This is an optimization exercise on Yosys and OpenROAD, whose aim is small area, a short achievable clock period and few clock cycles, not a production implementation. The RTL was checked by simulation tests, not by an equivalence proof against the original design. No activity file was given, so power comes from the tool's default toggle rates.

[flow/design.v]
module drumseq_engine (
    input  wire        clk,
    input  wire        rst,           
    input  wire        cmd_valid,
    output wire        cmd_ready,
    input  wire [31:0] cmd,
    output reg         rsp_valid,
    output reg         rsp_fault,
    output reg  [31:0] rsp_data,    
    input  wire [15:0] now,
    input  wire        pbuf_we,
    input  wire [5:0]  pbuf_addr,
    input  wire [7:0]  pbuf_wdata,
    output wire [7:0]  pbuf_rdata,
    output reg         sdata,
    output reg         sclk,
    output reg         latch,
    output reg         oe
);
    function slot_ok(input [5:0] s);
        case (s[5:3])
            3'd4:    slot_ok = (s[2:0] < 3'd6);
            3'd5:    slot_ok = (s[2:0] < 3'd4);
            3'd6:    slot_ok = (s[2:0] < 3'd3);
            3'd7:    slot_ok = (s[2:0] < 3'd2);
            default: slot_ok = 1'b1;
        endcase
    endfunction
    function [2:0] voice_lm1(input [2:0] v);
        case (v)
            3'd4:    voice_lm1 = 3'd5;
            3'd5:    voice_lm1 = 3'd3;
            3'd6:    voice_lm1 = 3'd2;
            3'd7:    voice_lm1 = 3'd1;
            default: voice_lm1 = 3'd7;
        endcase
    endfunction
    reg  [511:0] pbuf;                  
    wire [511:0] bs;                    
    reg  [31:0]  ob;                    
    reg  [6:0]  current;                
    reg  [5:0]  range_start;
    reg  [5:0]  range_end;
    reg         direction;              
    reg  [8:0]  bpm;
    reg  [10:0] step_dur;
    reg  [15:0] last;
    reg         cfg_mode;
    reg  [2:0]  err_cause;
    reg  [31:0] err_cmd;
    reg         m_sh;                   
    reg         m_hs;                   
    reg         m_cp;                   
    reg         m_dv;                   
    reg  [4:0]  cnt;                    
    reg  [1:0]  ph;                     
    reg  [8:0]  scr;                    
    wire busy = m_sh | m_hs | m_cp | m_dv;
    assign cmd_ready = ~busy;
    wire [7:0]  op    = cmd[31:24];
    wire [7:0]  va    = cmd[23:16];
    wire [15:0] imm   = cmd[15:0];
    wire        va0   = (va == 8'd0);
    wire        imm0  = (imm == 16'd0);
    wire        imm_hi0 = (imm[15:6] == 10'd0);
    wire d_rdsr  = (op == 8'h01) & va0;
    wire d_bget  = (op == 8'h10);
    wire d_btgl  = (op == 8'h11);
    wire d_bset  = (op[7:1] == 7'h09);
    wire d_bsave = (op == 8'h14);
    wire d_bload = (op == 8'h15);
    wire d_adv   = (op == 8'h20) & va0 & imm0;
    wire d_rev   = (op == 8'h21) & va0 & imm0;
    wire d_prst  = (op == 8'h22) & va0 & imm0;
    wire d_rsadj = (op == 8'h23) & va0;
    wire d_rladj = (op == 8'h24) & va0;
    wire d_oget  = (op == 8'h30) & va0;
    wire d_oset  = (op[7:1] == 7'h19) & va0;
    wire d_flush = (op == 8'h34) & va0 & imm0;
    wire d_cfgm  = (op[7:1] == 7'h1b) & va0 & imm0;
    wire d_wrcfg = (op == 8'h38) & va0 & (imm[15:8] == 8'd0);
    wire d_tset  = (op == 8'h40) & va0;
    wire d_tadj  = (op == 8'h41) & va0;
    wire d_tick  = (op == 8'h42) & va0 & imm0;
    wire d_tsync = (op == 8'h43) & va0 & imm0;
    wire d_bit   = d_bget | d_btgl | d_bset;
    wire d_copy  = d_bsave | d_bload;
    wire d_voice = d_bit | d_copy;
    wire legal   = d_rdsr | d_voice | d_adv | d_rev | d_prst | d_rsadj |
                   d_rladj | d_oget | d_oset | d_flush | d_cfgm | d_wrcfg |
                   d_tset | d_tadj | d_tick | d_tsync;
    wire [2:0] v = va[2:0];
    wire voice_ok = (va[7:3] == 5'd0);
    reg bit_ok;
    always @(*) begin
        case (v)
            3'd4:    bit_ok = imm_hi0 & (imm[5:4] != 2'b11);
            3'd5:    bit_ok = imm_hi0 & ~imm[5];
            3'd6:    bit_ok = imm_hi0 & ~imm[5] & (imm[4:3] != 2'b11);
            3'd7:    bit_ok = imm_hi0 & (imm[5:4] == 2'b00) &
                              (imm[3:0] < 4'd13);
            default: bit_ok = imm_hi0;
        endcase
    end
    reg buf_ok;
    always @(*) begin
        case (v)
            3'd4:    buf_ok = imm_hi0 & (imm[5:0] <= 6'd58);
            3'd5:    buf_ok = imm_hi0 & (imm[5:0] <= 6'd60);
            3'd6:    buf_ok = imm_hi0 & (imm[5:0] <= 6'd61);
            3'd7:    buf_ok = imm_hi0 & (imm[5:0] <= 6'd62);
            default: buf_ok = imm_hi0 & (imm[5:0] <= 6'd56);
        endcase
    end
    localparam [3:0] R_ZERO = 4'd0,  R_CUR  = 4'd1,  R_RS   = 4'd2,
                     R_RE   = 4'd3,  R_DIR  = 4'd4,  R_BPM  = 4'd5,
                     R_DUR  = 4'd6,  R_LAST = 4'd7,  R_ECAU = 4'd8,
                     R_ECMD = 4'd9,  R_PINS = 4'd10, R_VAL  = 4'd11;
    reg         reg_ok;
    reg  [3:0]  reg_sel;
    reg  [6:0]  reg_const;
    always @(*) begin
        reg_ok    = 1'b1;
        reg_sel   = R_VAL;
        reg_const = 7'd0;
        case (imm)
            16'h0000: reg_sel = R_CUR;
            16'h0001: reg_sel = R_RS;
            16'h0002: reg_sel = R_RE;
            16'h0003: reg_sel = R_DIR;
            16'h0004: reg_sel = R_BPM;
            16'h0005: reg_sel = R_DUR;
            16'h0006: reg_sel = R_LAST;
            16'h0007: reg_sel = R_ECAU;
            16'h0008: reg_sel = R_ECMD;
            16'h0009: reg_sel = R_PINS;
            16'h0010: reg_const = 7'd8;
            16'h0011: reg_const = 7'd64;
            16'h0012: reg_const = 7'd4;
            16'h0013: reg_const = 7'd4;
            16'h0014: reg_const = 7'd64;
            16'h0015: reg_const = 7'd16;
            16'h0100, 16'h0101, 16'h0102, 16'h0103: reg_const = 7'd64;
            16'h0104: reg_const = 7'd48;
            16'h0105: reg_const = 7'd32;
            16'h0106: reg_const = 7'd24;
            16'h0107: reg_const = 7'd13;
            default:  reg_ok = 1'b0;
        endcase
    end
    reg [2:0] fault;
    always @(*) begin
        if (!legal)
            fault = 3'd4;
        else if (d_voice && !voice_ok)
            fault = 3'd3;
        else if (d_bit && !bit_ok)
            fault = 3'd1;
        else if (d_copy && !buf_ok)
            fault = 3'd2;
        else if ((d_flush && cfg_mode) || (d_wrcfg && !cfg_mode))
            fault = 3'd5;
        else if (d_rdsr && !reg_ok)
            fault = 3'd6;
        else
            fault = 3'd0;
    end
    wire acc    = cmd_valid & ~busy;
    wire ok     = (fault == 3'd0);
    wire acc_ok = acc & ok;
    wire [7:0]  bs_lo, bs_hi;
    wire [7:0]  bs_rd;
    bs_rd_mux u_bs_rd (.addr({v, imm[5:3]}), .alt({scr[8:6], cnt[2:0]}),
                       .use_alt(busy), .data(bs), .lo(bs_lo), .hi(bs_hi),
                       .q(bs_rd));
    wire       bit_val = bs_rd[imm[2:0]];
    wire       bit_new = d_bset ? cmd[24] : ~bit_val;
    wire [7:0] bit_mask = 8'd1 << imm[2:0];
    wire [7:0] bs_mod  = (bs_rd & ~bit_mask) | (bit_mask & {8{bit_new}});
    wire [7:0] pb_rd;
    reg  [7:0] ld_byte;
    always @(posedge clk)
        ld_byte <= pb_rd;
    wire       bs_we    = busy ? (m_cp & ph[0] & ph[1]) : (acc_ok & (d_btgl | d_bset));
    wire [7:0] bs_wdata = rst ? 8'd0 : (busy ? ld_byte : bs_mod);
    wire [7:0] bs_we_hi_n = ~({8{rst}} | ({8{bs_we}} & bs_hi));
    wire [7:0] bs_we_lo_n = ~({8{rst}} | bs_lo);
    genvar gs;
    generate
        for (gs = 0; gs < 64; gs = gs + 1) begin : g_bs
            if (slot_ok(gs)) begin : g_slot
                reg [7:0] q;
                always @(posedge clk)
                    if (~(bs_we_hi_n[gs / 8] | bs_we_lo_n[gs % 8]))
                        q <= bs_wdata;
                assign bs[8*gs +: 8] = q;
            end else begin : g_none
                assign bs[8*gs +: 8] = 8'd0;
            end
        end
    endgenerate
    wire [7:0]  pb_lo, pb_hi;
    pbuf_rd_mux u_pb_rd (.addr(pbuf_addr), .alt(scr[5:0]), .use_alt(busy),
                         .data(pbuf), .lo(pb_lo), .hi(pb_hi), .q(pb_rd));
    assign     pbuf_rdata = pb_rd;
    wire       pb_we    = busy ? (m_cp & ~ph[0]) : pbuf_we;
    wire [7:0] pb_wdata = rst ? 8'd0 : (busy ? bs_rd : pbuf_wdata);
    wire [7:0] pb_we_hi_n = ~({8{rst}} | ({8{pb_we}} & pb_hi));
    wire [7:0] pb_we_lo_n = ~({8{rst}} | pb_lo);
    integer a;
    always @(posedge clk)
        for (a = 0; a < 64; a = a + 1)
            if (~(pb_we_hi_n[a / 8] | pb_we_lo_n[a % 8]))
                pbuf[8*a +: 8] <= pb_wdata;
    wire [31:0] ob_we  = {32{acc_ok & d_oset & (imm[15:5] == 11'd0)}} &
                         (32'd1 << imm[4:0]);
    wire        ob_d   = ~rst & cmd[24];
    integer o;
    always @(posedge clk)
        for (o = 0; o < 32; o = o + 1)
            if (rst | ob_we[o])
                ob[o] <= ob_d;
    wire [4:0] ob_sel = busy ? cnt : imm[4:0];
    wire       ob_bit = ob[ob_sel];
    wire       sh_bit = scr[8] ? scr[cnt[2:0]] : ob_bit;
    function [16:0] radd(input [15:0] a, input [15:0] b, input ci);
        integer i;
        reg c;
        begin
            c = ci;
            for (i = 0; i < 16; i = i + 1) begin
                radd[i] = a[i] ^ b[i] ^ c;
                c = (a[i] & b[i]) | (c & (a[i] ^ b[i]));
            end
            radd[16] = c;
        end
    endfunction
    function lt8(input [7:0] a, input [7:0] b);
        reg [16:0] r;
        begin
            r = radd({8'd0, a}, {8'd0, ~b}, 1'b1);
            lt8 = ~r[8];
        end
    endfunction
    wire [7:0]  cur8  = {current[6], current};
    wire [7:0]  lo    = {2'd0, range_start};
    wire [7:0]  re8   = {2'd0, range_end};
    wire [16:0] fwd_r = radd({8'd0, cur8}, 16'd0, 1'b1);
    wire [16:0] bwd_r = radd({8'd0, cur8}, 16'h00FF, 1'b0);
    wire [16:0] hi_r  = radd({8'd0, re8}, 16'h00FF, 1'b0);
    wire [7:0]  c_fwd = fwd_r[7:0];               
    wire [7:0]  c_bwd = bwd_r[7:0];               
    wire        fwd_wrap = ~lt8(c_fwd, re8) | lt8(c_fwd, lo);
    wire        bwd_wrap = c_bwd[7] | lt8(c_bwd, lo) | ~lt8(c_bwd, re8);
    wire [7:0]  adv_next = (direction == 1'b0) ? (fwd_wrap ? lo : c_fwd)
                                               : (bwd_wrap ? hi_r[7:0] : c_bwd);
    wire        d_neg  = imm[15];
    wire        d_big  = d_neg ? (imm[15:6] != 10'h3FF) : (imm[15:6] != 10'h000);
    wire [7:0]  ds     = d_big ? (d_neg ? 8'hC0 : 8'h3F) : {imm[6], imm[6:0]};
    wire [16:0] t_rs_r = radd({8'd0, lo}, {8'd0, ds}, 1'b0);
    wire [16:0] t_re_r = radd({8'd0, re8}, {8'd0, ds}, 1'b0);
    wire [16:0] w_r    = radd({10'd0, range_end}, {10'd0, ~range_start}, 1'b1);
    wire [7:0]  t_rs   = t_rs_r[7:0];             
    wire [7:0]  t_re   = t_re_r[7:0];             
    wire [5:0]  width  = w_r[5:0];
    wire        rs_low  = t_rs[7];                
    wire        re_high = ~t_re[7] & t_re[6];     
    wire [5:0]  rs_adj = rs_low ? 6'd0 : re_high ? ~width : t_rs[5:0];
    wire [5:0]  re_adj = rs_low ? width : re_high ? 6'd63 : t_re[5:0];
    wire        re_under = t_re[7] | lt8(t_re, lo);
    wire [5:0]  re_len = re_under ? range_start : re_high ? 6'd63 : t_re[5:0];
    wire        t_big  = d_neg ? (imm[15:9] != 7'h7F) : (imm[15:9] != 7'h00);
    wire [10:0] tset_x = (imm[15:9] != 7'h00) ? 11'd511 : {2'b00, imm[8:0]};
    wire [10:0] tadj_d = t_big ? (d_neg ? 11'h600 : 11'h1FF) : {imm[9], imm[9:0]};
    wire [16:0] tadj_r = radd({7'd0, bpm}, {5'd0, tadj_d}, 1'b0);
    wire [10:0] bpm_x  = d_tset ? tset_x : tadj_r[10:0];
    wire [16:0] lo_r   = radd({6'd0, bpm_x[9:0]}, {6'd0, ~10'd10}, 1'b1);
    wire [16:0] hi_r2  = radd({6'd0, 10'd400}, {6'd0, ~bpm_x[9:0]}, 1'b1);
    wire        bpm_lo = bpm_x[10] | ~lo_r[10];   
    wire        bpm_hi = ~bpm_x[10] & ~hi_r2[10];  
    wire [8:0]  bpm_new = bpm_lo ? 9'd10 : bpm_hi ? 9'd400 : bpm_x[8:0];
    wire [11:0] K       = 12'b1010_1001_1000;   
    wire [9:0]  dv_t1   = {scr, K[{cnt[2:0], 1'b1}]};
    wire [16:0] dv_r1   = radd({6'd0, dv_t1}, {6'd0, ~{1'b0, bpm}}, 1'b1);
    wire        dv_q1   = dv_r1[10];              
    wire [8:0]  dv_m1   = dv_q1 ? dv_r1[8:0] : dv_t1[8:0];
    wire [9:0]  dv_t2   = {dv_m1, K[{cnt[2:0], 1'b0}]};
    wire [16:0] dv_r2   = radd({6'd0, dv_t2}, {6'd0, ~{1'b0, bpm}}, 1'b1);
    wire        dv_q2   = dv_r2[10];              
    wire [8:0]  dv_m2   = dv_q2 ? dv_r2[8:0] : dv_t2[8:0];
    wire [16:0] cnt_inc = radd({11'd0, cnt}, 16'd0, 1'b1);
    wire [16:0] cnt_dec = radd({11'd0, cnt}, 16'h001F, 1'b0);
    wire [16:0] ptr_inc = radd({10'd0, scr[5:0]}, 16'd0, 1'b1);
    function [16:0] bkadd(input [15:0] a, input [15:0] b, input ci);
        integer i, d;
        reg [15:0] p, g, gg, pp;
        begin
            p  = a ^ b;
            g  = a & b;
            gg = g;
            pp = p;
            gg[0] = g[0] | (p[0] & ci);
            for (d = 1; d < 16; d = d * 2)
                for (i = 2 * d - 1; i < 16; i = i + 2 * d) begin
                    gg[i] = gg[i] | (pp[i] & gg[i - d]);
                    pp[i] = pp[i] & pp[i - d];
                end
            for (d = 4; d >= 1; d = d / 2)
                for (i = 3 * d - 1; i < 16; i = i + 2 * d) begin
                    gg[i] = gg[i] | (pp[i] & gg[i - d]);
                    pp[i] = pp[i] & pp[i - d];
                end
            bkadd[0] = p[0] ^ ci;
            for (i = 1; i < 16; i = i + 1)
                bkadd[i] = p[i] ^ gg[i - 1];
            bkadd[16] = gg[15];
        end
    endfunction
    wire [16:0] el_r     = bkadd(now, ~last, 1'b1);
    wire [15:0] elapsed  = el_r[15:0];
    wire [16:0] over     = bkadd(elapsed, ~{5'd0, step_dur}, 1'b1);
    wire        step_el  = over[16];                  
    wire [16:0] ln_r     = bkadd(now, ~{1'b0, over[15:1]}, 1'b1);
    wire [15:0] last_new = ln_r[15:0];
    reg  [3:0] rsp_sel;
    reg  [6:0] rsp_v;
    reg  [3:0] sel_new;
    reg  [6:0] v_new;
    always @(*) begin
        sel_new = R_ZERO;
        v_new   = 7'd0;
        if (!ok)
            sel_new = R_ECAU;
        else if (d_rdsr) begin
            sel_new = reg_sel;
            v_new   = reg_const;
        end else if (d_adv)
            sel_new = R_CUR;
        else if (d_bget) begin
            sel_new = R_VAL;
            v_new   = {6'd0, bit_val};
        end else if (d_oget) begin
            sel_new = R_VAL;
            v_new   = {6'd0, ob_bit & (imm[15:5] == 11'd0)};
        end else if (d_tick) begin
            sel_new = R_VAL;
            v_new   = {6'd0, step_el};
        end
    end
    always @(*) begin
        case (rsp_sel)
            R_CUR:   rsp_data = {{25{current[6]}}, current};
            R_RS:    rsp_data = {26'd0, range_start};
            R_RE:    rsp_data = {26'd0, range_end};
            R_DIR:   rsp_data = {31'd0, direction};
            R_BPM:   rsp_data = {23'd0, bpm};
            R_DUR:   rsp_data = {21'd0, step_dur};
            R_LAST:  rsp_data = {16'd0, last};
            R_ECAU:  rsp_data = {29'd0, err_cause};
            R_ECMD:  rsp_data = err_cmd;
            R_PINS:  rsp_data = {27'd0, cfg_mode, oe, latch, sclk, sdata};
            R_VAL:   rsp_data = {25'd0, rsp_v};
            default: rsp_data = 32'd0;
        endcase
    end
    wire first_bit = d_wrcfg ? cmd[0] : ob[0];
    always @(posedge clk) begin
        if (rst) begin
            current     <= 7'd0;
            range_start <= 6'd0;
            range_end   <= 6'd16;
            direction   <= 1'b0;
            bpm         <= 9'd120;
            step_dur    <= 11'd125;
            last        <= 16'd0;
            cfg_mode    <= 1'b0;
            err_cause   <= 3'd0;
            err_cmd     <= 32'd0;
            sdata       <= 1'b0;
            sclk        <= 1'b0;
            latch       <= 1'b0;
            oe          <= 1'b1;
            m_sh        <= 1'b0;
            m_hs        <= 1'b0;
            m_cp        <= 1'b0;
            m_dv        <= 1'b0;
            cnt         <= 5'd0;
            ph          <= 2'd0;
            scr         <= 9'd0;
            rsp_valid   <= 1'b0;
            rsp_fault   <= 1'b0;
            rsp_sel     <= R_ZERO;
            rsp_v       <= 7'd0;
        end else begin
            rsp_valid <= 1'b0;
            if (acc) begin
                rsp_fault <= ~ok;
                rsp_sel   <= sel_new;
                rsp_v     <= v_new;
                rsp_valid <= ~ok | ~(d_copy | d_flush | d_wrcfg | d_cfgm |
                                     d_tset | d_tadj);
                if (!ok) begin
                    err_cause <= fault;
                    err_cmd   <= cmd;
                end else begin
                    if (d_adv)
                        current <= adv_next[6:0];
                    if (d_rev)
                        direction <= ~direction;
                    if (d_prst)
                        current <= {1'b0, range_start};
                    if (d_rsadj) begin
                        range_start <= rs_adj;
                        range_end   <= re_adj;
                    end
                    if (d_rladj)
                        range_end <= re_len;
                    if (d_tick && step_el)
                        last <= last_new;
                    if (d_tsync)
                        last <= now;
                    if (d_tset || d_tadj) begin
                        bpm  <= bpm_new;
                        scr  <= 9'd3;
                        cnt  <= 5'd5;
                        m_dv <= 1'b1;
                    end
                    if (d_copy) begin
                        scr  <= {v, imm[5:0]};
                        cnt  <= 5'd0;
                        ph   <= {1'b0, d_bload};
                        m_cp <= 1'b1;
                    end
                    if (d_cfgm) begin
                        scr  <= {8'd0, cmd[24]};
                        cnt  <= 5'd0;
                        m_hs <= 1'b1;
                    end
                    if (d_flush || d_wrcfg) begin
                        scr  <= {d_wrcfg, cmd[7:0]};
                        cnt  <= 5'd0;
                        m_sh <= 1'b1;
                        if (sdata != first_bit) begin
                            sdata <= first_bit;
                            ph    <= 2'd1;
                        end else begin
                            sclk  <= 1'b1;
                            ph    <= 2'd2;
                        end
                    end
                end
            end
            if (m_sh) begin
                case (ph)
                    2'd0: begin
                        if (sdata != sh_bit) begin
                            sdata <= sh_bit;
                            ph    <= 2'd1;
                        end else begin
                            sclk  <= 1'b1;
                            ph    <= 2'd2;
                        end
                    end
                    2'd1: begin
                        sclk <= 1'b1;
                        ph   <= 2'd2;
                    end
                    2'd2: begin
                        sclk <= 1'b0;
                        cnt  <= cnt_inc[4:0];
                        ph   <= (cnt == 5'd31) ? 2'd3 : 2'd0;
                    end
                    default: begin
                        cnt <= cnt_inc[4:0];
                        if (cnt == 5'd0)
                            latch <= 1'b1;
                        if (cnt == 5'd8) begin
                            latch     <= 1'b0;
                            rsp_valid <= 1'b1;
                            m_sh      <= 1'b0;
                            ph        <= 2'd0;
                        end
                    end
                endcase
            end
            if (m_hs) begin
                case (cnt[1:0])
                    2'd0:    oe    <= (cnt[4:2] == 3'd1);
                    2'd1:    latch <= scr[0] & (cnt[4:2] == 3'd3);
                    2'd2:    sclk  <= 1'b1;
                    default: sclk  <= 1'b0;
                endcase
                cnt <= cnt_inc[4:0];
                if (cnt == 5'd19) begin
                    cfg_mode  <= scr[0];
                    rsp_valid <= 1'b1;
                    m_hs      <= 1'b0;
                end
            end
            if (m_cp) begin
                if (ph[0])
                    ph[1] <= ~ph[1];
                if (!ph[0] || ph[1]) begin
                    cnt      <= cnt_inc[4:0];
                    scr[5:0] <= ptr_inc[5:0];
                    if (cnt[2:0] == voice_lm1(scr[8:6])) begin
                        rsp_valid <= 1'b1;
                        m_cp      <= 1'b0;
                        ph        <= 2'd0;
                    end
                end
            end
            if (m_dv) begin
                scr      <= dv_m2;
                step_dur <= {step_dur[8:0], dv_q1, dv_q2};
                cnt      <= cnt_dec[4:0];
                if (cnt == 5'd0) begin
                    rsp_valid <= 1'b1;
                    m_dv      <= 1'b0;
                end
            end
        end
    end
endmodule
module pbuf_pre3 (input [2:0] a, input [2:0] alt, input use_alt,
                  output [7:0] y);
    wire [2:0] a_n = ~a;
    wire       nu  = ~use_alt;
    wire [7:0] s_n = ~({8{use_alt}} & (8'd1 << alt));
    genvar i;
    generate
        for (i = 0; i < 8; i = i + 1) begin : g_i
            wire t_n;
            cell_nand4 u_t (.a(nu), .b(i[0] ? a[0] : a_n[0]),
                            .c(i[1] ? a[1] : a_n[1]), .d(i[2] ? a[2] : a_n[2]),
                            .y(t_n));
            cell_nand2 u_y (.a(t_n), .b(s_n[i]), .y(y[i]));
        end
    endgenerate
endmodule
module cell_nand4 (input a, input b, input c, input d, output y);
    assign y = ~(a & b & c & d);
endmodule
module cell_nand2 (input a, input b, output y);
    assign y = ~(a & b);
endmodule
module sel_or #(parameter N = 8) (input [N-1:0] sel, input [N-1:0] d,
                                   output y);
    assign y = |(sel & d);
endmodule
module pbuf_rd_mux (input [5:0] addr, input [5:0] alt, input use_alt,
                    input [511:0] data, output [7:0] lo, output [7:0] hi,
                    output [7:0] q);
    pbuf_pre3 u_lo (.a(addr[2:0]), .alt(alt[2:0]), .use_alt(use_alt), .y(lo));
    pbuf_pre3 u_hi (.a(addr[5:3]), .alt(alt[5:3]), .use_alt(use_alt), .y(hi));
    genvar i, b, k;
    generate
        for (b = 0; b < 8; b = b + 1) begin : g_bit
            wire [7:0] g;
            for (i = 0; i < 8; i = i + 1) begin : g_g
                wire [7:0] d;
                for (k = 0; k < 8; k = k + 1) begin : g_d
                    assign d[k] = data[8 * (8 * i + k) + b];
                end
                sel_or #(8) u_g (.sel(lo), .d(d), .y(g[i]));
            end
            sel_or #(8) u_q (.sel(hi), .d(g), .y(q[b]));
        end
    endgenerate
endmodule
module bs_rd_mux (input [5:0] addr, input [5:0] alt, input use_alt,
                  input [511:0] data, output [7:0] lo, output [7:0] hi,
                  output [7:0] q);
    pbuf_pre3 u_lo (.a(addr[2:0]), .alt(alt[2:0]), .use_alt(use_alt), .y(lo));
    pbuf_pre3 u_hi (.a(addr[5:3]), .alt(alt[5:3]), .use_alt(use_alt), .y(hi));
    genvar i, b, k;
    generate
        for (b = 0; b < 8; b = b + 1) begin : g_bit
            wire [7:0] g;
            for (i = 0; i < 8; i = i + 1) begin : g_g
                localparam L = (i < 4) ? 8 : (i == 4) ? 6 : (i == 5) ? 4 :
                               (i == 6) ? 3 : 2;
                wire [L-1:0] d;
                for (k = 0; k < L; k = k + 1) begin : g_d
                    assign d[k] = data[8 * (8 * i + k) + b];
                end
                sel_or #(L) u_g (.sel(lo[L-1:0]), .d(d), .y(g[i]));
            end
            sel_or #(8) u_q (.sel(hi), .d(g), .y(q[b]));
        end
    endgenerate
endmodule
[flow/flow/run.sh]
#!/bin/bash
# Own layout flow: the standard ORFS flow (standard.sh: the standard
# synthesis, floorplan, placement, CTS, routing, finish) with these changes
# to how the layout is made. The SDC (clock period, I/O delays and loads) is
# the standard flow's, unchanged.
#  - SETUP_SLACK_MARGIN: the timing repairs after CTS and after global
#    routing aim for this much setup slack instead of 0, so that the
#    achieved period (clock period less setup slack) shrinks.
#  - MATCH_CELL_FOOTPRINT=0: those repairs may resize a cell to any cell of
#    the same function, not only one of the same footprint.
#  - BUFFER_PORTS_ARGS: every input and output port still gets a buffer, a
#    plain buf_2 rather than the default delay-cell buffer.
set -euo pipefail
bash standard.sh \
    SETUP_SLACK_MARGIN=12.8 \
    MATCH_CELL_FOOTPRINT=0 \
    'BUFFER_PORTS_ARGS=-buffer_cell sky130_fd_sc_hd__buf_2' \
    'CTS_ARGS=-sink_clustering_enable -repair_clock_nets -dont_use_dummy_load -sink_clustering_size 24 -sink_clustering_max_diameter 80' \
    finish > flow_make.log 2>&1
[flow/standard.sh]
#!/bin/bash
# synth_recipe.tcl (not shown) runs the flow's synth.tcl, then flattens the netlist and writes it again
# the make line also repeats each setting of config.mk as NAME=value (left out here)
make -C /OpenROAD-flow-scripts/flow DESIGN_CONFIG=/design/flow/config.mk WORK_HOME=/design/flow/orfs CLKGATE_MAP_FILE= SYNTH_SCRIPT=/design/flow/synth_recipe.tcl "${@:-finish}"
[flow/config.mk]
export PLATFORM = sky130hd
export DESIGN_NAME = drumseq_engine
export DESIGN_NICKNAME = drumseq_engine
export VERILOG_FILES = /design/flow/design.v
export SDC_FILE = /design/flow/constraint.sdc
export NUM_CORES = 4
export LEC_CHECK = 0
export CAP_MARGIN = 20
export CORE_MARGIN = 2
export CORE_UTILIZATION = 50
export SLEW_MARGIN = 20
export SYNTH_HIERARCHICAL = 1
[flow/constraint.sdc]
create_clock -name core_clock -period 24.0 [get_ports {clk}]
set_input_delay 4.8000 -clock core_clock [delete_from_list [all_inputs] [get_ports {clk}]]
set_output_delay 4.8000 -clock core_clock [all_outputs]
set_load 0.01 [all_outputs]
==> flow_summary_export.csv, run 1 <==
group,metric,value,unit
status,status,"finished clean",
power_and_ir_drop,irDropWorstVdd,0.0551,mV
critical_path,r2r_end,"scr[0]$_SDFF_PP0_",
synthesis,syn-num-nets,3786,
timing,finalWorstSetupSlack,12410,ps
timing,slew_viol_final,0,
floorplan,rows,112,
route,routed_wl,144000,µm
finish,register_area,0.0303,mm²
place,place_ws,11950,ps
route,drc,0,
floorplan,core,0.0932,mm²
critical_path,ff2ff_path_depth,34,
floorplan,die_w,311,µm
clock_network,cts_tree,"done",
critical_path,arrival,6790,ps
timing,clock_skew,87.0,ps
finish,layout-drive-gt1-share,11.9,%
critical_path,start_kind,"input port",
grt,grt_pass1_vias,31600,
floorplan,die_h,311,µm
finish,multiInputGateArea,0.0166,mm²
clock_network,clk_pin_slew,80,ps
clock_network,htreeDepth,2,
min_path,min_path_type,"flip-flop to flip-flop",
grt,antenna_found_initial,4,
critical_path,setup.worst_path.start,"pbuf_addr[1]",
route,met3_length,12900,µm
route,top_layer_used,"met5",
place,routabilityCongestion,0.925,
place,dp_hpwl,86400,µm
floorplan,die_area,0.0965,mm²
route,viasPerCell,6.60,
clock_network,cts_buffers,56,
finish,fin_area,0.0520,mm²
route,wl_met1,58800,µm
critical_path,crit_fanout,16,
timing,rsz0062_at_grt,"true",
grt,grt_usage,29.2,%
finish,final_cells,4963,
critical_path,r2r-start,"cnt[2]$_SDFF_PP0_",
grt,grt_first_pass_wirelength,211000,µm
place,dp.cells,4846,
job,drv_cap,0,
finish,area_delta_synth_final,10.6,%
route,first_iter_violations,4111,
critical_path,slowest_delay,350,ps
critical_path,critical_path_required,19200,ps
critical_path,r2r_slack,15350,ps
timing,hold_viol_final,0,
critical_path,path_class,"input port to primary output",
clock_network,cts_sinks,1056,
timing,relSlewSlack,19.1,%
timing,tightestPinTransition,1210,ps
route,drt-pass1-iter-count,7,
timing,whs,486,ps
timing,setup_viol,0,
clock_network,ctsHoldBuffers,0,
power_and_ir_drop,total_power,3.53,mW
critical_path,endpoint_kind,"primary output",
power_and_ir_drop,p_leak,17.9,nW
clock_network,cts_root_buf,"clkbuf_16",
route,vias,32700,
route,antenna_left,0,
grt,gr-total-overflow,0,
min_path,holdPathStages,2,
clock_network,cts.path.max_buffers,3,
synthesis,synth_warnings,7,
critical_path,cp_slowest_cell,"a22oi_2",
timing,max_freq,86.3,MHz
route,routedWlPerCell,29.1,µm
critical_path,cp-endpoint,"pbuf_rdata[1]",
critical_path,crit_path_cell_trace,"buf_8 > inv_6 > nand4_1 > buf_4 > nand2_8 > a22oi_2 > nand4_1 > a22oi_2 > nand4_1 > buf_2",
clock_network,clk_latency,680,ps
synthesis,syn-cell-area,0.0470,mm²
place,port_buffers,112,
grt,grt_max_degree,108,
route,wl_met2,67400,µm
timing,fin_tns_setup,0,ps
finish,final_util,55.8,%
synthesis,syn_avg_cell_area,13.2,µm²
floorplan,start_util,50.4,%
timing,period_share,48.3,%
finish,nNetsFinal,3940,
synthesis,syn_inst,3556,
finish,nFillCells,7513,
floorplan,num_io_pins,113,
timing,finalCriticalPeriod,11590,ps
critical_path,cpMostUsedCell,"nand4_1",
power_and_ir_drop,power.density,67.9,mW/mm²
place,place_area,0.0493,mm²
[critical path: cells and delay by family]
family | cells | cell delay [ps]
compound gates | 2 | 620
buf+inv | 4 | 550
simple gates | 4 | 790
[where the power goes]
| group | internal [mW] | leakage (nW) | total, mW | switching, mW |
|---|---|---|---|---|
| Clock | 0.413 | 0.690 | 0.972 | 0.558 |
| Combinational | 0.111 | 6.98 | 0.377 | 0.266 |
| Sequential | 2.14 | 10.2 | 2.18 | 0.0400 |
| Total | 2.67 | 17.9 | 3.53 | 0.864 |
[final cells by class]
class,instances,area share (%)
flip-flops and latches,1056,58.4
multi-input cells,2259,32.0
well taps,1254,3.02
repair buffers,199,2.92
clock buffers,56,2.70
inverters,138,1.01
diodes,1,0.00481
[routing by layer]
metal  track usage (%)  vias up
met4              9.34        6
met2              46.4     1667
met5                 0        -
met3              4.93      322
li1                  -    14300
met1              41.0    16500
[cell usage in the layout, fill, tap and decap left out, types with 12 or more instances in the layout]
cell type / instances
a211oi_1: 26
a21o_1: 24
a21oi_1: 137
a221oi_1: 16
a222oi_1: 14
a22o_1: 18
a22oi_1: 441
a22oi_2: 65
a31oi_1: 12
buf_2: 108
buf_4: 66
clkbuf_16: 58
dfxtp_1: 136
edfxtp_1: 920
fa_1: 60
ha_1: 104
inv_1: 133
mux2_2: 23
mux2i_1: 81
nand2_1: 319
nand2_4: 15
nand2_8: 18
nand2b_1: 16
nand3_1: 67
nand4_1: 156
nand4b_1: 17
nand4bb_1: 12
nor2_1: 220
nor2b_1: 23
nor3_1: 41
nor4_1: 16
o211ai_1: 16
o21a_1: 22
o21ai_0: 55
or3_1: 19
xnor2_1: 20
xor2_1: 14
[registers in the layout, summed over array words and instances (netlist names), 3 cells and up]
register,flops
cnt,5
step_dur,11
pbuf,512
range_end,6
g_bs.g_slot.q,376
current,7
rsp_v,6
ld_byte,8
last,16
bpm,9
err_cause,3
ob,32
err_cmd,32
scr,9
range_start,6
rsp_sel,4
[how the worst min path moves through the flow]
stage | startpoint | to | slack (ps)
global route | rsp_v[2]$_SDFFE_PP0P_ | rsp_v[2]$_SDFFE_PP0P_ | 490
floorplan | rsp_v[2]$_SDFFE_PP0P_ | rsp_v[2]$_SDFFE_PP0P_ | 430
CTS | rsp_v[2]$_SDFFE_PP0P_ | rsp_v[2]$_SDFFE_PP0P_ | 480
finish | rsp_v[2]$_SDFFE_PP0P_ | rsp_v[2]$_SDFFE_PP0P_ | 490
detailed placement | rsp_v[2]$_SDFFE_PP0P_ | rsp_v[2]$_SDFFE_PP0P_ | 470
global placement | rsp_v[2]$_SDFFE_PP0P_ | rsp_v[2]$_SDFFE_PP0P_ | 470
[timing repair]
action | CTS | global route
setup endpoints to repair | 8 | 8
gates cloned | 23 | 4
gates resized for setup | 89 | 24
pin swaps | 55 | 37
buffers inserted | 23 | 6
Testbench counts, summed over its fixed seeds: cycles 40,402.
==> inputs of run 2 (changes only) <==
--- a/flow/config.mk
+++ b/flow/config.mk
@@ -7,6 +7,6 @@
 export LEC_CHECK = 0
 export CAP_MARGIN = 20
 export CORE_MARGIN = 2
-export CORE_UTILIZATION = 50
+export CORE_UTILIZATION = 65
 export SLEW_MARGIN = 20
 export SYNTH_HIERARCHICAL = 1
==> run 2 against run 1 <==
Now fails the layout checks on max-capacitance violations; sequential share of layout area up 0.34 points; cell area is 0.58% lower; final cell count is 6.0% lower; synthesized cell count did not move; setup slack worse by 66 ps; clock power is 2.3% lower; via count rose by 2.7%; clock skew is 9.2 ps higher; register-to-register slack better by 90 ps; hold slack improved by 1.1 ps; combinational power barely moved; critical endpoint is now pbuf_rdata[2]; global-route usage increased by 7.9 points.
==> flow_summary_export.csv, run 2 <==
group,metric,value,unit
timing,slew_viol_final,0,
finish,layout-drive-gt1-share,12.1,%
place,dp.cells,4534,
floorplan,die_w,273,µm
timing,rsz0062_at_grt,"true",
critical_path,setup.worst_path.start,"pbuf_addr[0]",
timing,hold_viol_final,0,
timing,max_freq,85.8,MHz
critical_path,r2r_end,"scr[0]$_SDFF_PP0_",
critical_path,slowest_delay,390,ps
clock_network,cts.path.max_buffers,3,
finish,area_delta_synth_final,10.0,%
place,port_buffers,112,
grt,grt_usage,37.1,%
min_path,min_path_type,"flip-flop to flip-flop",
clock_network,htreeDepth,2,
critical_path,crit_path_cell_trace,"buf_8 > inv_4 > nand4_1 > buf_4 > nand2_8 > a22oi_2 > nand4_1 > a22oi_1 > nand4_1 > buf_2",
timing,relSlewSlack,6.73,%
finish,n_antenna_cell,0,
finish,fin_area,0.0517,mm²
route,routed_wl,140000,µm
critical_path,critical_path_required,19200,ps
grt,use_met1,50.4,%
place,place_ws,12090,ps
clock_network,cts_sinks,1056,
synthesis,syn-cell-area,0.0470,mm²
grt,grtUsageMet3,7.57,%
grt,busiest_layer,"met2",
route,drt-pass1-iter-count,7,
floorplan,die_h,273,µm
clock_network,cts_buffers,55,
synthesis,syn-num-nets,3786,
clock_network,clk_pin_slew,60,ps
floorplan,die_area,0.0745,mm²
finish,reg_top3,"pbuf: 512 flops, g_bs.g_slot.q: 376 flops",
clock_network,clk_latency,680,ps
critical_path,path_class,"input port to primary output",
route,viasPerCell,7.21,
route,vias,33600,
clock_network,cts_tree,"done",
timing,finalCriticalPeriod,11650,ps
synthesis,synth_warnings,7,
grt,grt_max_degree,66,
place,dp_hpwl,81700,µm
status,status,"complete, but fails checks",
floorplan,core,0.0715,mm²
critical_path,cp-endpoint,"pbuf_rdata[2]",
grt,antenna_found_initial,1,
route,drc,0,
clock_network,cts_root_buf,"clkbuf_16",
clock_network,ctsHoldBuffers,0,
route,routedWlPerCell,30.0,µm
status,violations,"max-capacitance violations",
timing,setup_viol,0,
critical_path,r2r-start,"cnt[2]$_SDFF_PP0_",
grt,grtUsageMet2,57.7,%
grt,gr-total-overflow,0,
critical_path,endpoint_kind,"primary output",
timing,period_share,48.6,%
critical_path,critPathTopFamily,"simple AND/OR/NAND/NOR gates",
timing,fin_tns_setup,0,ps
power_and_ir_drop,total_power,3.51,mW
critical_path,cp_slowest_cell,"nand4_1",
finish,largest_reg_flops,512,
route,antenna_left,0,
job,drv_cap,1,
place,routabilityCongestion,0.956,
timing,clock_skew,96.2,ps
power_and_ir_drop,irDropWorstVdd,0.0668,mV
grt,grt_pass1_vias,32300,
timing,tightestPinTransition,1390,ps
floorplan,rows,98,
critical_path,cp_num_buf_inv,4,
critical_path,r2r_slack,15440,ps
finish,final_util,72.3,%
route,first_iter_violations,5107,
grt,grt_first_pass_wirelength,205000,µm
synthesis,syn_avg_cell_area,13.2,µm²
place,place_area,0.0488,mm²
timing,whs,487,ps
finish,final_common_cell,"edfxtp_1",
finish,regMostFlops,"pbuf",
floorplan,num_io_pins,113,
critical_path,start_kind,"input port",
timing,finalWorstSetupSlack,12350,ps
critical_path,arrival,6850,ps
power_and_ir_drop,power.density,67.9,mW/mm²
critical_path,crit_cells,10,
finish,final_cells,4665,
finish,nNetsFinal,3947,
synthesis,syn_inst,3556,
critical_path,crit_fanout,16,
critical_path,cpMostUsedCell,"nand4_1",
critical_path,ff2ff_path_depth,34,
finish,final_cell_mix,"edfxtp_1, a22oi_1, nand2_1",
floorplan,start_util,65.7,%
power_and_ir_drop,p_leak,18.0,nW
-- run 2: cell count changes in the layout (fill, tap and decap cells not counted), sizes merged --
cell	before	now
inv	137	138
diode	1	0
clkbuf	58	55
nand2	357	362
clkinv	1	0
buf	197	202
-- run 2: worst register-to-register path, delay by kind of cell, from the launching register on --
kind            cells  cell delay [ps]
simple gates        5             1070
buf+inv             9              570
mux                 1              410
compound gates      2              380
fa+ha+maj          17             5220
flops               1              810
-- run 2: what timing repair did --
action / 4_1_cts / 5_1_grt
setup buffers: 24 / 15
pin swaps: 61 / 29
resized for setup: 101 / 17
endpoints found under the setup margin: 8 / 8
hold endpoints to repair: 0 / 0
cloned: 28 / 2
-- run 2: worst min path at each step --
| stage | to | cells after the start | startpoint |
|---|---|---|---|
| 6_report | rsp_v[2]$_SDFFE_PP0P_ | 2 | rsp_v[2]$_SDFFE_PP0P_ |
| 5_1_grt | rsp_v[2]$_SDFFE_PP0P_ | 2 | rsp_v[2]$_SDFFE_PP0P_ |
| 4_1_cts | rsp_v[2]$_SDFFE_PP0P_ | 2 | rsp_v[2]$_SDFFE_PP0P_ |
| 3_5_place_dp | rsp_v[2]$_SDFFE_PP0P_ | 2 | rsp_v[2]$_SDFFE_PP0P_ |
| 3_3_place_gp | rsp_v[2]$_SDFFE_PP0P_ | 2 | rsp_v[2]$_SDFFE_PP0P_ |
| 2_1_floorplan | rsp_v[2]$_SDFFE_PP0P_ | 2 | rsp_v[2]$_SDFFE_PP0P_ |
-- run 2: area by class of cell --
cell class,instances,area (µm²)
multi-input cells,2264,16700
clock buffers,55,1380
inverters,138,526
repair buffers,202,1510
flip-flops and latches,1056,30300
fillers,4767,19800
well taps,950,1190
-- run 2: routing by layer --
layer	vias to the layer above	part of all wire, %
met4	2	5.8
met1	16400	37
met5	-	0.0064
li1	14300	-
met2	2373	46
met3	501	12
-- run 2: power by group --
group / internal, mW / total [mW] / leakage [nW] / switching (mW)
Combinational: 0.111 / 0.377 / 7.03 / 0.267
Clock: 0.406 / 0.950 / 0.678 / 0.544
Sequential: 2.14 / 2.18 / 10.2 / 0.0416
==> inputs of run 3 (changes only) <==
--- a/flow/design.v
+++ b/flow/design.v
@@ -524,25 +524,8 @@
 endmodule
 module pbuf_pre3 (input [2:0] a, input [2:0] alt, input use_alt,
                   output [7:0] y);
-    wire [2:0] a_n = ~a;
-    wire       nu  = ~use_alt;
-    wire [7:0] s_n = ~({8{use_alt}} & (8'd1 << alt));
-    genvar i;
-    generate
-        for (i = 0; i < 8; i = i + 1) begin : g_i
-            wire t_n;
-            cell_nand4 u_t (.a(nu), .b(i[0] ? a[0] : a_n[0]),
-                            .c(i[1] ? a[1] : a_n[1]), .d(i[2] ? a[2] : a_n[2]),
-                            .y(t_n));
-            cell_nand2 u_y (.a(t_n), .b(s_n[i]), .y(y[i]));
-        end
-    endgenerate
-endmodule
-module cell_nand4 (input a, input b, input c, input d, output y);
-    assign y = ~(a & b & c & d);
-endmodule
-module cell_nand2 (input a, input b, output y);
-    assign y = ~(a & b);
+    wire [2:0] f = use_alt ? alt : a;
+    assign y = 8'd1 << f;
 endmodule
 module sel_or #(parameter N = 8) (input [N-1:0] sel, input [N-1:0] d,
                                    output y);
--- a/flow/config.mk
+++ b/flow/config.mk
@@ -7,6 +7,6 @@
 export LEC_CHECK = 0
 export CAP_MARGIN = 20
 export CORE_MARGIN = 2
-export CORE_UTILIZATION = 65
+export CORE_UTILIZATION = 50
 export SLEW_MARGIN = 20
 export SYNTH_HIERARCHICAL = 1
==> run 3 against run 2 <==
Non-clock buffer count shrank 9; global-route usage shrank 8.3 points; now clean on timing, DRC and antenna; critical path type unchanged; core utilization shrank 17 points.
==> flow_summary_export.csv, run 3 <==
group,metric,value,unit
timing,setup_viol,0,
clock_network,cts_tree,"done",
power_and_ir_drop,combPwrFrac,10.6,%
power_and_ir_drop,sw_frac_of_total,24.3,%
min_path,hp-start,"bpm[7]$_SDFFE_PP0P_",
critical_path,cp_slowest_cell,"a22oi_2",
timing,slew_viol_final,0,
floorplan,start_util,50.4,%
critical_path,crit_path_cell_trace,"buf_2 > nand2b_4 > o22ai_4 > buf_12 > buf_16 > a22oi_1 > nand4_1 > a22oi_2 > nand4_1 > buf_2",
synthesis,synth_warnings,7,
floorplan,die_area,0.0963,mm²
timing,rsz0062_at_grt,"true",
critical_path,r2r-start,"cnt[1]$_SDFF_PP0_",
finish,largest_reg_flops,512,
route,routedWlPerCell,28.7,µm
power_and_ir_drop,irDropWorstVdd,0.0608,mV
grt,grt_first_pass_wirelength,204000,µm
critical_path,path_class,"input port to primary output",
route,antenna_left,0,
timing,fin_tns_setup,0,ps
synthesis,syn-num-nets,3745,
finish,layout-drive-gt1-share,11.9,%
place,port_buffers,112,
grt,antenna_found_initial,1,
critical_path,r2r_slack,15280,ps
place,routabilityCongestion,0.911,
power_and_ir_drop,p_leak,17.8,nW
place,dp_hpwl,86500,µm
grt,grt_pass1_vias,31100,
place,place_ws,11890,ps
finish,area_delta_synth_final,10.4,%
synthesis,syn_inst,3515,
finish,multiInputGateArea,0.0163,mm²
timing,hold_viol_final,0,
timing,relSlewSlack,21.6,%
route,first_iter_violations,4105,
clock_network,cts.path.max_buffers,3,
grt,gr-total-overflow,0,
clock_network,clk_latency,680,ps
route,routed_wl,140000,µm
finish,final_cell_mix,"edfxtp_1, a22oi_1, nand2_1",
critical_path,start_kind,"input port",
status,status,"finished clean",
critical_path,r2r_end,"scr[1]$_SDFF_PP0_",
route,viasPerCell,6.55,
min_path,hold_end,"bpm[7]$_SDFFE_PP0P_",
critical_path,endpoint_kind,"primary output",
timing,tightestPinTransition,1170,ps
clock_network,cts_buffers,56,
critical_path,cp_num_buf_inv,4,
grt,grt_usage,28.8,%
floorplan,die_h,310,µm
timing,max_freq,86.2,MHz
critical_path,arrival,6810,ps
route,drt-pass1-iter-count,6,
synthesis,syn_avg_cell_area,13.4,µm²
floorplan,die_w,310,µm
job,drv_cap,0,
route,vias,32000,
finish,regMostFlops,"pbuf",
floorplan,core,0.0932,mm²
route,drc,0,
synthesis,syn-cell-area,0.0469,mm²
finish,final_common_cell,"edfxtp_1",
grt,grt_max_degree,95,
power_and_ir_drop,total_power,3.52,mW
power_and_ir_drop,clockPowerShare,27.6,%
critical_path,slowest_delay,350,ps
critical_path,critical_path_required,19200,ps
critical_path,ff2ff_path_depth,34,
clock_network,cts_root_buf,"clkbuf_16",
floorplan,num_io_pins,113,
finish,reg_top3,"pbuf: 512 flops, g_bs.g_slot.q: 376 flops",
floorplan,rows,112,
min_path,min_path_type,"flip-flop to flip-flop",
clock_network,cts_sinks,1056,
clock_network,ctsHoldBuffers,0,
finish,nFillCells,7615,
timing,finalCriticalPeriod,11610,ps
timing,finalWorstSetupSlack,12390,ps
power_and_ir_drop,power.density,68.0,mW/mm²
finish,register_area,0.0303,mm²
power_and_ir_drop,p_seq_share,61.8,%
power_and_ir_drop,power.internal,2.66,mW
power_and_ir_drop,p_sw,0.857,mW
finish,nNetsFinal,3870,
timing,period_share,48.4,%
critical_path,critPathTopFamily,"buffers and inverters",
clock_network,clk_pin_slew,70,ps
clock_network,htreeDepth,2,
timing,clock_skew,78.1,ps
min_path,holdPathStages,2,
critical_path,crit_fanout,20,
## run 3: power by group through the flow
| stage | logic (mW) | registers, mW | clock network, mW |
|---|---|---|---|
| final | 0.372 | 2.18 | 0.972 |
| after floorplan | 0.206 | 2.20 | 0 |
| after CTS | 0.359 | 2.18 | 0.988 |
| after global routing | 0.397 | 2.19 | 1.05 |
| after detailed placement | 0.341 | 2.22 | 0 |
| after global placement | 0.330 | 2.21 | 0 |
## run 3: layer usage
metal  GRT usage, %  part of all wire [%]  vias to the layer above
met2           47.1                    48                     1553
met3           4.12                   8.6                      252
met1           39.8                    40                    16200
met4           9.28                   3.5                        0
met5              0                     0                        -
li1               -                     -                    14100
## run 3: what timing repair did
item                       CTS  global route
pin swaps                   23             2
hold endpoints to repair     0             0
gates resized for setup    109             6
gates cloned                17             1
setup endpoints to repair    8             8
buffers inserted             4             3
## run 3: tightest hold or removal path: cells and delay by family, from the launching register on
family | cells | cell delay (ps)
flops | 1 | 310
compound gates | 1 | 50
simple gates | 1 | 50
## run 3: metrics by stage
stage | instance area [µm²] | hold slack, ps | util [%] | instances
2_1_floorplan | 47000 | 432 | - | 3515
3_3_place_gp | 49300 | 444 | 52.9 | 4804
3_5_place_dp | 49300 | 450 | 52.9 | 4804
4_1_cts | 51500 | 460 | 55.3 | 4881
5_1_grt | 51800 | 512 | 55.6 | 4893
6_report | 51800 | 459 | 55.6 | 4894
## run 3: final cells by class
class / instances / share of cell area [%]
Inverter: 131 / 0.949
Clock buffer: 56 / 2.71
Multi-Input combinational cell: 2202 / 31.5
Timing Repair Buffer: 193 / 3.26
Sequential cell: 1056 / 58.6
Tap cell: 1254 / 3.03
Antenna cell: 2 / 0.00966
## run 3: worst max path at each step
stage                            start             to  cells after the start
after global placement    pbuf_addr[0]  pbuf_rdata[7]                      9
after floorplan           pbuf_addr[0]  pbuf_rdata[0]                      6
after CTS                 pbuf_addr[1]  pbuf_rdata[3]                      9
after detailed placement  pbuf_addr[0]  pbuf_rdata[7]                      9
final                     pbuf_addr[0]  pbuf_rdata[7]                     10
after global routing      pbuf_addr[0]  pbuf_rdata[0]                     10
Testbench counts of run 3, summed over its fixed seeds: cycles 40,402.
==> inputs of run 4 (changes only) <==
--- a/flow/design.v
+++ b/flow/design.v
@@ -47,7 +47,8 @@
     reg  [15:0] last;
     reg         cfg_mode;
     reg  [2:0]  err_cause;
-    reg  [31:0] err_cmd;
+    reg  [31:0] err_cmd;                
+    reg         err_set;
     reg         m_sh;                   
     reg         m_hs;                   
     reg         m_cp;                   
@@ -357,13 +358,16 @@
             R_DUR:   rsp_data = {21'd0, step_dur};
             R_LAST:  rsp_data = {16'd0, last};
             R_ECAU:  rsp_data = {29'd0, err_cause};
-            R_ECMD:  rsp_data = err_cmd;
+            R_ECMD:  rsp_data = err_set ? err_cmd : 32'd0;
             R_PINS:  rsp_data = {27'd0, cfg_mode, oe, latch, sclk, sdata};
             R_VAL:   rsp_data = {25'd0, rsp_v};
             default: rsp_data = 32'd0;
         endcase
     end
     wire first_bit = d_wrcfg ? cmd[0] : ob[0];
+    always @(posedge clk)
+        if (~rst & acc & ~ok)
+            err_cmd <= cmd;
     always @(posedge clk) begin
         if (rst) begin
             current     <= 7'd0;
@@ -375,7 +379,7 @@
             last        <= 16'd0;
             cfg_mode    <= 1'b0;
             err_cause   <= 3'd0;
-            err_cmd     <= 32'd0;
+            err_set     <= 1'b0;
             sdata       <= 1'b0;
             sclk        <= 1'b0;
             latch       <= 1'b0;
@@ -401,7 +405,7 @@
                                      d_tset | d_tadj);
                 if (!ok) begin
                     err_cause <= fault;
-                    err_cmd   <= cmd;
+                    err_set   <= 1'b1;
                 end else begin
                     if (d_adv)
                         current <= adv_next[6:0];
--- a/flow/flow/run.sh
+++ b/flow/flow/run.sh
@@ -15,5 +15,5 @@
     SETUP_SLACK_MARGIN=12.8 \
     MATCH_CELL_FOOTPRINT=0 \
     'BUFFER_PORTS_ARGS=-buffer_cell sky130_fd_sc_hd__buf_2' \
-    'CTS_ARGS=-sink_clustering_enable -repair_clock_nets -dont_use_dummy_load -sink_clustering_size 24 -sink_clustering_max_diameter 80' \
+    'CTS_ARGS=-sink_clustering_enable -repair_clock_nets -dont_use_dummy_load -sink_clustering_size 28 -sink_clustering_max_diameter 90' \
     finish > flow_make.log 2>&1
==> run 4 against run 3 <==
Register-to-register slack gained 110 ps; total power shrank 1.8%; still clean on timing, DRC and antenna; sequential share of layout area grew 1.2 points; core utilization shrank 0.48 points; count of clock-buffer cells in the layout shrank 8; clock skew shrank 1.8 ps; clock power shrank 7.0%; first-iteration DRC count shrank 10%; critical path type unchanged; hold slack gained 4.0 ps.
==> flow_summary_export.csv, run 4 <==
group,metric,value,unit
grt,grt_max_degree,73,
grt,grt_first_pass_wirelength,200000,µm
timing,tightestPinTransition,1090,ps
finish,final_util,55.1,%
route,drc,0,
clock_network,cts_tree,"done",
critical_path,start_kind,"input port",
finish,area_delta_synth_final,9.44,%
synthesis,syn-num-nets,3680,
finish,n_antenna_cell,0,
place,place_area,0.0494,mm²
route,vias,31600,
clock_network,ctsHoldBuffers,0,
critical_path,endpoint_kind,"primary output",
route,routedWlPerCell,28.3,µm
place,dp_hpwl,85700,µm
synthesis,syn_avg_cell_area,13.6,µm²
finish,register_area,0.0307,mm²
critical_path,path_class,"input port to primary output",
place,routabilityCongestion,0.917,
route,routed_wl,137000,µm
timing,finalCriticalPeriod,11640,ps
grt,grt_usage,28.0,%
critical_path,ff2ff_path_depth,35,
route,antenna_left,0,
critical_path,r2r_end,"scr[1]$_SDFF_PP0_",
min_path,hp-start,"err_set$_SDFFE_PP0P_",
power_and_ir_drop,power.density,67.4,mW/mm²
place,port_buffers,112,
clock_network,clk_latency,670,ps
finish,nNetsFinal,3800,
critical_path,setup.worst_path.start,"pbuf_addr[1]",
synthesis,syn-cell-area,0.0469,mm²
timing,slew_viol_final,0,
floorplan,die_w,310,µm
synthesis,syn_inst,3453,
floorplan,core,0.0932,mm²
timing,rsz0062_at_grt,"true",
finish,final_cells,4825,
synthesis,synth_warnings,7,
timing,hold_viol_final,0,
timing,period_share,48.5,%
floorplan,rows,112,
grt,antenna_found_initial,2,
timing,setup_viol,0,
finish,final_common_cell,"edfxtp_1",
finish,multiInputGateArea,0.0159,mm²
critical_path,arrival,6840,ps
finish,layout-drive-gt1-share,10.9,%
floorplan,die_area,0.0963,mm²
timing,relSlewSlack,27.4,%
job,drv_cap,0,
min_path,hold_end,"err_set$_SDFFE_PP0P_",
timing,whs,463,ps
place,dp.cells,4751,
power_and_ir_drop,irDropWorstVdd,0.0642,mV
route,drt-pass1-iter-count,8,
timing,max_freq,85.9,MHz
status,status,"finished clean",
timing,fin_tns_setup,0,ps
floorplan,num_io_pins,113,
finish,largest_reg_flops,512,
clock_network,htreeDepth,2,
clock_network,cts_root_buf,"clkbuf_16",
power_and_ir_drop,p_leak,17.7,nW
critical_path,r2r_slack,15390,ps
clock_network,clk_pin_slew,80,ps
finish,regMostFlops,"pbuf",
floorplan,die_h,310,µm
grt,gr-total-overflow,0,
critical_path,critical_path_required,19200,ps
route,first_iter_violations,3687,
finish,nFillCells,7623,
finish,reg_top3,"pbuf: 512 flops, g_bs.g_slot.q: 376 flops",
grt,grt_pass1_vias,30200,
clock_network,cts_sinks,1057,
floorplan,start_util,50.3,%
finish,fin_area,0.0513,mm²
finish,final_cell_mix,"edfxtp_1, a22oi_1, nand2_1",
critical_path,crit_fanout,8,
clock_network,cts_buffers,48,
clock_network,cts.path.max_buffers,3,
min_path,min_path_type,"flip-flop to flip-flop",
timing,clock_skew,76.3,ps
min_path,holdPathStages,2,
route,viasPerCell,6.55,
critical_path,r2r-start,"cnt[2]$_SDFF_PP0_",
-- run 4: critical path: stages --
cell,delay [ps]
buf_8,100
or4_4,540
o21ai_4,260
buf_12,230
a22oi_1,90
nand4_1,210
a22oi_2,150
nand4_1,270
buf_2,180
-- run 4: repair_timing --
action / in CTS / in global routing
setup endpoints to repair: 8 / 8
setup buffers: 5 / 1
gates resized for setup: 86 / 2
gates cloned: 15 / 0
pin swaps: 17 / 6
-- run 4: metal layers --
layer  global-route usage, %  vias to the layer above  wire (µm)
met5                       0                        -          0
met4                    9.36                        0       4770
met3                    2.89                      232      10200
met2                    44.6                     1413      64100
met1                    40.6                    16100      57600
li1                        -                    13900          -
-- run 4: final cells by class --
type | instances | share of cell area [%]
tap | 1254 | 3.06
multi-input combinational | 2145 | 30.9
sequential | 1057 | 59.8
timing repair buffer | 192 | 3.01
clock buffer | 48 | 2.34
inverter | 129 | 0.943
-- run 4: metrics by stage --
step	power (mW)	setup WS (ps)
CTS	3.46	12490
finish	3.46	12360
detailed placement	2.57	11910
floorplan	2.42	12490
global placement	2.56	11950
global route	3.57	12410
-- run 4: worst max path at each step --
stage	cells past startpoint	slack, ps	end
4_1_cts	9	12490	pbuf_rdata[4]
3_3_place_gp	9	11950	pbuf_rdata[0]
2_1_floorplan	6	12490	pbuf_rdata[0]
5_1_grt	9	12410	pbuf_rdata[6]
6_report	9	12360	pbuf_rdata[4]
3_5_place_dp	9	11910	pbuf_rdata[4]
-- run 4: power by group --
group          internal, mW  switching, mW
registers              2.15         0.0391
logic                 0.108          0.257
clock network         0.358          0.546
Testbench counts of run 4, summed over its fixed seeds: cycles 40,402.

-- what the ideal ports hide --
How much do the figures lean on ideal ports? The routed layouts below were timed once more, with nothing changed but the port constraints. Step 1 (the two cells are an assumption about what drives the block):
set clk [get_ports {clk}]
set_driving_cell -lib_cell sky130_fd_sc_hd__clkbuf_16 $clk
set_driving_cell -lib_cell sky130_fd_sc_hd__buf_2 [delete_from_list [all_inputs] $clk]
Step 2 moves the port delays by t, midway between the first and last clock arrival at a register: inputs arrive t later, outputs are due t later. That takes back most of the time a late clock gives input paths. Three values: ideal ports, drivers, drivers and shift; two values: the first two.
run	t (ns)	slack for setup (ns)	worst setup path after step 2	clock arrival spread, ns	worst register clock-pin slew, ns
run 1	0.706	12.413 / 12.364 / 12.364	input to output	0.089 / 0.089	0.10 / 0.10
run 2	0.689	12.347 / 12.296 / 12.296	input to output	0.117 / 0.118	0.10 / 0.10
run 3	0.717	12.393 / 12.353 / 12.353	input to output	0.089 / 0.088	0.10 / 0.10
run 4	0.703	12.362 / 12.324 / 12.324	input to output	0.085 / 0.085	0.11 / 0.11
The setup slack of run 2, which loses most, moves by -0.051 ns with the drivers and by -0.051 ns with both steps.
